From an optimization exercise on the open Yosys and OpenROAD flow, aimed at small area, a short achievable clock period and few clock cycles per item; shortcuts taken in it are not production practice. Where RTL was checked, it was by simulation tests only, not by an equivalence proof against the original.

==> build 50 <==
==> flow/design.v <==
module bodega_tx (
    input  wire        clk,
    input  wire        rst,
    input  wire        req_valid,
    input  wire [31:0] req_word,
    output wire        req_ready,
    input  wire [11:0] rd_addr,
    output reg  [15:0] rd_data
);
    localparam [3:0] OP_BIND = 4'h7, OP_QUERY = 4'h8, OP_TARGET = 4'h9,
                     OP_SETP = 4'hA, OP_SET = 4'hB;
    function [7:0] clamp8;
        input [15:0] x;
        reg       inc, c7, sat_p, sat_n;
        reg [6:0] y;
        begin
            inc   = x[3] & (~x[15] | (|x[2:0]));
            {c7, y} = {1'b0, x[10:4]} + {7'd0, inc};
            sat_p = ~x[15] & ((x[14:11] != 4'h0) | c7);
            sat_n = x[15] & (x[14:11] != 4'hF);
            clamp8 = {x[15] & (sat_n | ~c7), sat_p ? 7'h7F : sat_n ? 7'h00 : y};
        end
    endfunction
    reg [6:0]  p0;
    reg [15:0] p [1:15];
    reg        tx_err, bad_op;
    reg [12:0] tx_ck;              
    reg        k_bq, k_tgt, k_set, k_dual, lenok;
    reg        s_lock;             
    reg        s_power, s_run, s_unitf;
    reg [1:0]  s_bsaver;
    reg [7:0]  s_c1, s_c2, s_c3, s_c4, s_c5, s_c6, s_c7, s_c8, s_c9,
               s_c10, s_c11, s_c12, s_c13, s_c14, s_c15;    
    assign req_ready = 1'b1;
    wire       accept = req_valid;
    wire [3:0] op     = req_word[31:28];
    wire       is_set = accept && op == OP_SET;
    wire       set_ok = is_set && p0[4:3] != 2'd3;
    wire       is_tgt = accept && op == OP_TARGET;
    wire       is_bq  = accept && (op == OP_BIND || op == OP_QUERY);
    wire       build  = set_ok || is_tgt || is_bq;
    wire        is_setp = accept && op == OP_SETP;
    wire [15:0] wdata   = rst ? 16'd0 : req_word[15:0];
    integer j;
    always @(posedge clk) begin
        if (rst || (is_setp && req_word[19:16] == 4'd0))
            p0 <= wdata[6:0];
        for (j = 1; j < 16; j = j + 1)
            if (rst || (is_setp && req_word[19:16] == j))
                p[j] <= wdata;
    end
    always @(posedge clk) begin
        if (rst) begin
            tx_err <= 1'b0;
            bad_op <= 1'b0;
            k_bq   <= 1'b0;
            k_tgt  <= 1'b0;
            k_set  <= 1'b0;
            lenok  <= 1'b0;
        end else if (accept) begin
            bad_op <= (op >= 4'hC);
            if (build) begin
                k_bq   <= is_bq;
                k_tgt  <= is_tgt;
                k_set  <= set_ok;
                lenok  <= 1'b1;
                tx_err <= 1'b0;
            end else if (is_set) begin
                lenok  <= 1'b0;
                tx_err <= 1'b1;
            end
        end
    end
    wire [7:0] cl1 = clamp8(p[1]),   cl2 = clamp8(p[2]),   cl3 = clamp8(p[3]),
               cl4 = clamp8(p[4]),   cl5 = p[5][7:0],      cl6 = clamp8(p[6]),
               cl7 = clamp8(p[7]),   cl8 = clamp8(p[8]),   cl9 = clamp8(p[9]),
               cl10 = clamp8(p[10]), cl11 = clamp8(p[11]), cl12 = clamp8(p[12]),
               cl13 = clamp8(p[13]), cl14 = clamp8(p[14]), cl15 = clamp8(p[15]);
    wire       op_tgt = op == OP_TARGET;
    wire       op_bq  = op == OP_BIND || op == OP_QUERY;
    wire       lock_d = op_tgt ? req_word[16] : op_bq ? op[3] : p0[0];
    wire [7:0] req_c  = clamp8(req_word[15:0]);
    reg  [11:0] sum_s;
    reg  [10:0] sum_d;
    wire [3:0]  idx = req_word[19:16];
    reg  [7:0]  old_c;
    always @(*) begin
        case (idx)
        4'd1:  old_c = cl1;
        4'd2:  old_c = cl2;
        4'd3:  old_c = cl3;
        4'd4:  old_c = cl4;
        4'd5:  old_c = cl5;
        4'd6:  old_c = cl6;
        4'd7:  old_c = cl7;
        4'd8:  old_c = cl8;
        4'd9:  old_c = cl9;
        4'd10: old_c = cl10;
        4'd11: old_c = cl11;
        4'd12: old_c = cl12;
        4'd13: old_c = cl13;
        4'd14: old_c = cl14;
        4'd15: old_c = cl15;
        default: old_c = 8'd0;
        endcase
    end
    wire [7:0]  new_c  = (idx == 4'd5) ? req_word[7:0] : req_c;
    wire        grp_d  = idx >= 4'd10;
    wire [11:0] sum_x  = grp_d ? {1'b0, sum_d} : sum_s;
    wire [11:0] sum_n  = sum_x + {4'd0, new_c} - {4'd0, old_c};
    always @(posedge clk) begin
        if (rst || (is_setp && idx != 4'd0 && !grp_d))
            sum_s <= rst ? 12'd0 : sum_n;
        if (rst || (is_setp && grp_d))
            sum_d <= rst ? 11'd0 : sum_n[10:0];
    end
    wire [12:0] set_ck = (p0[6] ? 13'h21A : 13'h20F) + p0[0] + p0[1] + p0[2] + p0[4:3] + p0[5]
                       + sum_s + (p0[6] ? sum_d : 11'd0);
    wire [12:0] tgt_ck = 13'h205 + {12'd0, req_word[16]} + {5'd0, req_c};
    wire [12:0] ck_next = op_tgt ? tgt_ck : op_bq ? {3'd0, op[3], {9{~op[3]}}} : set_ck;
    always @(posedge clk) begin
        if (rst || build)
            tx_ck <= rst ? 13'd0 : ck_next;
    end
    always @(posedge clk) begin
        if (is_tgt || is_bq || set_ok)
            s_lock <= lock_d;
        if (is_tgt || set_ok)
            s_c1 <= op_tgt ? req_c : cl1;
        if (set_ok) begin
            k_dual   <= p0[6];
            s_power  <= p0[1];
            s_run    <= p0[2];
            s_bsaver <= p0[4:3];
            s_unitf  <= p0[5];
            s_c2  <= cl2;
            s_c3  <= cl3;
            s_c4  <= cl4;
            s_c5  <= cl5;
            s_c6  <= cl6;
            s_c7  <= cl7;
            s_c8  <= cl8;
            s_c9  <= cl9;
            s_c10 <= cl10;
            s_c11 <= cl11;
            s_c12 <= cl12;
            s_c13 <= cl13;
            s_c14 <= cl14;
            s_c15 <= cl15;
        end
    end
    wire [15:0] ck = {3'd0, tx_ck};
    reg [4:0] len5;
    always @(*) begin
        if (!lenok)      len5 = 5'd0;
        else if (k_bq)   len5 = 5'd6;
        else if (k_tgt)  len5 = 5'd7;
        else if (k_dual) len5 = 5'd31;
        else             len5 = 5'd20;
    end
    wire [4:0] b = rd_addr[4:0];
    reg  [7:0] byte_at;
    always @(*) begin
        case (b)
        5'd0, 5'd1: byte_at = 8'hFE;
        5'd2:  byte_at = k_bq ? 8'h03 : k_tgt ? 8'h04 : k_dual ? 8'h1C : 8'h11;
        5'd3:  byte_at = k_set ? 8'h02 : k_tgt ? {6'd1, s_lock, ~s_lock} : {7'd0, s_lock};
        5'd4:  byte_at = k_bq ? ck[15:8] : k_tgt ? s_c1 : {7'd0, s_lock};
        5'd5:  byte_at = k_bq ? ck[7:0] : k_tgt ? ck[15:8] : {7'd0, s_power};
        5'd6:  byte_at = k_tgt ? ck[7:0] : {7'd0, s_run};
        5'd7:  byte_at = {6'd0, s_bsaver};
        5'd8:  byte_at = s_c1;
        5'd9:  byte_at = s_c2;
        5'd10: byte_at = s_c3;
        5'd11: byte_at = s_c4;
        5'd12: byte_at = s_c5;
        5'd13: byte_at = {7'd0, s_unitf};
        5'd14: byte_at = s_c6;
        5'd15: byte_at = s_c7;
        5'd16: byte_at = s_c8;
        5'd17: byte_at = s_c9;
        5'd18: byte_at = k_dual ? s_c10 : ck[15:8];
        5'd19: byte_at = k_dual ? 8'h00 : ck[7:0];
        5'd21: byte_at = s_c11;
        5'd22: byte_at = s_c12;
        5'd23: byte_at = s_c13;
        5'd24: byte_at = s_c14;
        5'd25: byte_at = s_c15;
        5'd29: byte_at = ck[15:8];
        5'd30: byte_at = ck[7:0];
        default: byte_at = 8'h00;
        endcase
    end
    wire        rg_t = rd_addr[11:5] == 7'b1000000;
    wire        rg_p = rd_addr[11:4] == 8'h02;
    wire [15:0] pm   = (rd_addr[3:0] == 4'd0) ? {9'd0, p0} : p[rd_addr[3:0]];
    wire [7:0]  tm   = (b < len5) ? byte_at : 8'h00;
    always @(*) begin
        rd_data = ({16{rg_t}} & {8'd0, tm})
                | ({16{rg_p}} & pm)
                | ({16{rd_addr == 12'h000}} & {6'd0, bad_op, tx_err, 1'b0, tx_err, 6'd0})
                | ({16{rd_addr == 12'h003}} & {11'd0, len5})
                | ({16{rd_addr == 12'h005}} & ck);
    end
endmodule
==> flow/flow/run.sh <==
#!/bin/bash
# Own layout flow: the standard flow (standard.sh) with two changes,
#  - the port buffers are plain buf_2 cells (the default choice here is a
#    delay cell, clkdlybuf4s50_1, that timing repair cannot resize away),
#  - clock tree synthesis inserts no dummy loads.
# Synthesis is the standard one, run unchanged. Each step's full output
# goes to a log file in the work folder.
set -euo pipefail
bash standard.sh synth > flow_synth.log 2>&1
bash standard.sh \
  "BUFFER_PORTS_ARGS=-buffer_cell sky130_fd_sc_hd__buf_2" \
  "CTS_ARGS=-sink_clustering_enable -repair_clock_nets -dont_use_dummy_load -sink_clustering_size 30 -sink_clustering_max_diameter 80" \
  finish > flow_layout.log 2>&1
==> flow/standard.sh <==
#!/bin/bash
# synth_recipe.tcl (not shown) runs the flow's synth.tcl, then flattens the netlist and writes it again
# the make line also repeats each setting of config.mk as NAME=value (left out here)
make -C /OpenROAD-flow-scripts/flow DESIGN_CONFIG=/design/flow/config.mk WORK_HOME=/design/flow/orfs CLKGATE_MAP_FILE= SYNTH_SCRIPT=/design/flow/synth_recipe.tcl "${@:-finish}"
==> flow/config.mk <==
export PLATFORM = sky130hd
export DESIGN_NAME = bodega_tx
export DESIGN_NICKNAME = bodega_tx
export VERILOG_FILES = /design/flow/design.v
export SDC_FILE = /design/flow/constraint.sdc
export NUM_CORES = 4
export LEC_CHECK = 0
export CAP_MARGIN = 20
export CORE_MARGIN = 2
export CORE_UTILIZATION = 40
export GPL_ROUTABILITY_DRIVEN = 0
export SETUP_SLACK_MARGIN = 5
export SLEW_MARGIN = 20
==> flow/constraint.sdc <==
create_clock -name core_clock -period 12.0 [get_ports {clk}]
set_input_delay 2.4000 -clock core_clock [delete_from_list [all_inputs] [get_ports {clk}]]
set_output_delay 2.4000 -clock core_clock [all_outputs]
set_load 0.01 [all_outputs]
==> build 48 (differences from build 50) <==
--- a/flow/design.v
+++ b/flow/design.v
@@ -12,12 +12,13 @@
     function [7:0] clamp8;
         input [15:0] x;
-        reg       inc, c7, sat_p, sat_n;
-        reg [6:0] y;
+        reg       inc;
+        reg [7:0] s;
         begin
-            inc   = x[3] & (~x[15] | (|x[2:0]));
-            {c7, y} = {1'b0, x[10:4]} + {7'd0, inc};
-            sat_p = ~x[15] & ((x[14:11] != 4'h0) | c7);
-            sat_n = x[15] & (x[14:11] != 4'hF);
-            clamp8 = {x[15] & (sat_n | ~c7), sat_p ? 7'h7F : sat_n ? 7'h00 : y};
+            inc = x[3] & (~x[15] | (|x[2:0]));
+            s   = x[11:4] + {7'd0, inc};
+            if (x[15])
+                clamp8 = (x[14:11] != 4'hF) ? 8'h80 : s;
+            else
+                clamp8 = ((x[14:11] != 4'h0) || s[7]) ? 8'h7F : s;
         end
     endfunction
@@ -192,14 +193,19 @@
         endcase
     end
-    wire        rg_t = rd_addr[11:5] == 7'b1000000;
-    wire        rg_p = rd_addr[11:4] == 8'h02;
-    wire [15:0] pm   = (rd_addr[3:0] == 4'd0) ? {9'd0, p0} : p[rd_addr[3:0]];
-    wire [7:0]  tm   = (b < len5) ? byte_at : 8'h00;
-    always @(*) begin
-        rd_data = ({16{rg_t}} & {8'd0, tm})
-                | ({16{rg_p}} & pm)
-                | ({16{rd_addr == 12'h000}} & {6'd0, bad_op, tx_err, 1'b0, tx_err, 6'd0})
-                | ({16{rd_addr == 12'h003}} & {11'd0, len5})
-                | ({16{rd_addr == 12'h005}} & ck);
+    always @(*) begin
+        rd_data = 16'd0;
+        if (rd_addr[11:9] == 3'b100) begin
+            if (rd_addr[8:5] == 4'd0 && b < len5)
+                rd_data = {8'd0, byte_at};
+        end else if (rd_addr[11:4] == 8'h02) begin
+            rd_data = (rd_addr[3:0] == 4'd0) ? {9'd0, p0} : p[rd_addr[3:0]];
+        end else begin
+            case (rd_addr)
+            12'h000: rd_data = {6'd0, bad_op, tx_err, 1'b0, tx_err, 6'd0};
+            12'h003: rd_data = {11'd0, len5};
+            12'h005: rd_data = ck;
+            default: rd_data = 16'd0;
+            endcase
+        end
     end
 endmodule
==> flow/run.sh (new file) <==
#!/bin/bash
# synth_recipe.tcl (not shown) runs the flow's synth.tcl, then flattens the netlist and writes it again
# the make line also repeats each setting of config.mk as NAME=value (left out here)
make -C /OpenROAD-flow-scripts/flow DESIGN_CONFIG=/design/flow/config.mk WORK_HOME=/design/flow/orfs CLKGATE_MAP_FILE= SYNTH_SCRIPT=/design/flow/synth_recipe.tcl finish
Settings changed: GPL_ROUTABILITY_DRIVEN 0 to not set.
removed: flow/flow/run.sh
removed: flow/standard.sh
==> build 96 (differences from build 50) <==
--- a/flow/design.v
+++ b/flow/design.v
@@ -160,46 +160,60 @@
     end
     wire [4:0] b = rd_addr[4:0];
+    wire       v_hdr  = lenok;                   
+    wire       v_6    = lenok & ~k_bq;           
+    wire       v_set  = lenok & k_set;           
+    wire       v_dual = lenok & k_set & k_dual;  
     reg  [7:0] byte_at;
-    always @(*) begin
-        case (b)
-        5'd0, 5'd1: byte_at = 8'hFE;
-        5'd2:  byte_at = k_bq ? 8'h03 : k_tgt ? 8'h04 : k_dual ? 8'h1C : 8'h11;
-        5'd3:  byte_at = k_set ? 8'h02 : k_tgt ? {6'd1, s_lock, ~s_lock} : {7'd0, s_lock};
-        5'd4:  byte_at = k_bq ? ck[15:8] : k_tgt ? s_c1 : {7'd0, s_lock};
-        5'd5:  byte_at = k_bq ? ck[7:0] : k_tgt ? ck[15:8] : {7'd0, s_power};
-        5'd6:  byte_at = k_tgt ? ck[7:0] : {7'd0, s_run};
-        5'd7:  byte_at = {6'd0, s_bsaver};
-        5'd8:  byte_at = s_c1;
-        5'd9:  byte_at = s_c2;
-        5'd10: byte_at = s_c3;
-        5'd11: byte_at = s_c4;
-        5'd12: byte_at = s_c5;
-        5'd13: byte_at = {7'd0, s_unitf};
-        5'd14: byte_at = s_c6;
-        5'd15: byte_at = s_c7;
-        5'd16: byte_at = s_c8;
-        5'd17: byte_at = s_c9;
-        5'd18: byte_at = k_dual ? s_c10 : ck[15:8];
-        5'd19: byte_at = k_dual ? 8'h00 : ck[7:0];
-        5'd21: byte_at = s_c11;
-        5'd22: byte_at = s_c12;
-        5'd23: byte_at = s_c13;
-        5'd24: byte_at = s_c14;
-        5'd25: byte_at = s_c15;
-        5'd29: byte_at = ck[15:8];
-        5'd30: byte_at = ck[7:0];
-        default: byte_at = 8'h00;
-        endcase
-    end
-    wire        rg_t = rd_addr[11:5] == 7'b1000000;
-    wire        rg_p = rd_addr[11:4] == 8'h02;
-    wire [15:0] pm   = (rd_addr[3:0] == 4'd0) ? {9'd0, p0} : p[rd_addr[3:0]];
-    wire [7:0]  tm   = (b < len5) ? byte_at : 8'h00;
-    always @(*) begin
-        rd_data = ({16{rg_t}} & {8'd0, tm})
-                | ({16{rg_p}} & pm)
-                | ({16{rd_addr == 12'h000}} & {6'd0, bad_op, tx_err, 1'b0, tx_err, 6'd0})
-                | ({16{rd_addr == 12'h003}} & {11'd0, len5})
-                | ({16{rd_addr == 12'h005}} & ck);
+    integer q;
+    always @(*) begin
+        byte_at = 8'h00;
+        for (q = 0; q < 31; q = q + 1) begin
+            if (b == q && (q < 6 ? v_hdr : q == 6 ? v_6 : q < 20 ? v_set : v_dual)) begin
+                case (q)
+                0, 1: byte_at = 8'hFE;
+                2:  byte_at = k_bq ? 8'h03 : k_tgt ? 8'h04 : k_dual ? 8'h1C : 8'h11;
+                3:  byte_at = k_set ? 8'h02 : k_tgt ? {6'd1, s_lock, ~s_lock} : {7'd0, s_lock};
+                4:  byte_at = k_bq ? ck[15:8] : k_tgt ? s_c1 : {7'd0, s_lock};
+                5:  byte_at = k_bq ? ck[7:0] : k_tgt ? ck[15:8] : {7'd0, s_power};
+                6:  byte_at = k_tgt ? ck[7:0] : {7'd0, s_run};
+                7:  byte_at = {6'd0, s_bsaver};
+                8:  byte_at = s_c1;
+                9:  byte_at = s_c2;
+                10: byte_at = s_c3;
+                11: byte_at = s_c4;
+                12: byte_at = s_c5;
+                13: byte_at = {7'd0, s_unitf};
+                14: byte_at = s_c6;
+                15: byte_at = s_c7;
+                16: byte_at = s_c8;
+                17: byte_at = s_c9;
+                18: byte_at = k_dual ? s_c10 : ck[15:8];
+                19: byte_at = k_dual ? 8'h00 : ck[7:0];
+                21: byte_at = s_c11;
+                22: byte_at = s_c12;
+                23: byte_at = s_c13;
+                24: byte_at = s_c14;
+                25: byte_at = s_c15;
+                29: byte_at = ck[15:8];
+                30: byte_at = ck[7:0];
+                default: byte_at = 8'h00;
+                endcase
+            end
+        end
+    end
+    always @(*) begin
+        rd_data = 16'd0;
+        if (rd_addr[11:5] == 7'b1000000) begin
+            rd_data = {8'd0, byte_at};
+        end else if (rd_addr[11:4] == 8'h02) begin
+            rd_data = (rd_addr[3:0] == 4'd0) ? {9'd0, p0} : p[rd_addr[3:0]];
+        end else begin
+            case (rd_addr)
+            12'h000: rd_data = {6'd0, bad_op, tx_err, 1'b0, tx_err, 6'd0};
+            12'h003: rd_data = {11'd0, len5};
+            12'h005: rd_data = ck;
+            default: rd_data = 16'd0;
+            endcase
+        end
     end
 endmodule
Settings changed: GPL_ROUTABILITY_DRIVEN 0 to not set.
==> flow_summary_export.csv <==
group,metric,value,unit
run_status,status,"complete, no violations",
hold_path,min_to,"tx_err",
drt,vias,18900,
clocking,cts_buffers,46,
critical_path,crit_end,"rd_data[7]",
floorplan,start_util,40.6,%
critical_path,r2r-start,"p[6][15]",
That was build 48.
==> flow_summary_export.csv <==
group,metric,value,unit
run_status,status,"complete, no violations",
critical_path,r2r-start,"p[10][15]",
drt,vias,17800,
floorplan,start_util,40.4,%
That was build 50.
==> flow_summary_export.csv <==
group,metric,value,unit
timing,rsz0062_at_grt,"true",
run_status,status,"complete, no violations",
clocking,cts_buffers,26,
power_and_ir_drop,power_leader,"registers",
critical_path,r2r-start,"p[15][15]",
floorplan,start_util,40.5,%
critical_path,crit_end,"rd_data[6]",
That was build 96.
Testbench counts of build 50, summed over its fixed seeds: cycles 3,588, frames 918.
Testbench counts of build 48, summed over its fixed seeds: cycles 3,588, frames 918.
The RTL of build 96 was laid out without a check of its function.

[static timing again, ports no longer ideal]
In the flow no input, the clock included, has a driving cell. The finished layouts below were timed again as built, in two steps.
Step 1 (the two cells are an assumption about what drives the block):
set clk [get_ports {clk}]
set_driving_cell -lib_cell sky130_fd_sc_hd__clkbuf_16 $clk
set_driving_cell -lib_cell sky130_fd_sc_hd__buf_2 [delete_from_list [all_inputs] $clk]
Step 2 times the ports against the registers' clock, not the clock port: input delays grow and output delays shrink by t, the midpoint of the rising clock arrivals with the driver on.
Slacks: ideal / step 1 / step 2; pairs: ideal / step 1.
| run | shift t [ns] | setup WS [ns] | worst setup path at the end | pins driven straight from the clock port |
|---|---|---|---|---|
| build 50 | 0.611 | 4.933 / 4.844 / 4.844 | input to output | 1 |
| build 48 | 0.659 | 4.779 / 4.738 / 4.657 | input to register | 1 |
| build 96 | 0.645 | 4.749 / 4.623 / 4.543 | input to register | 1 |
After both steps every run listed still meets setup and hold. For build 96, which loses most, drivers alone change the setup slack by -0.126 ns; drivers and shift together by -0.206 ns.
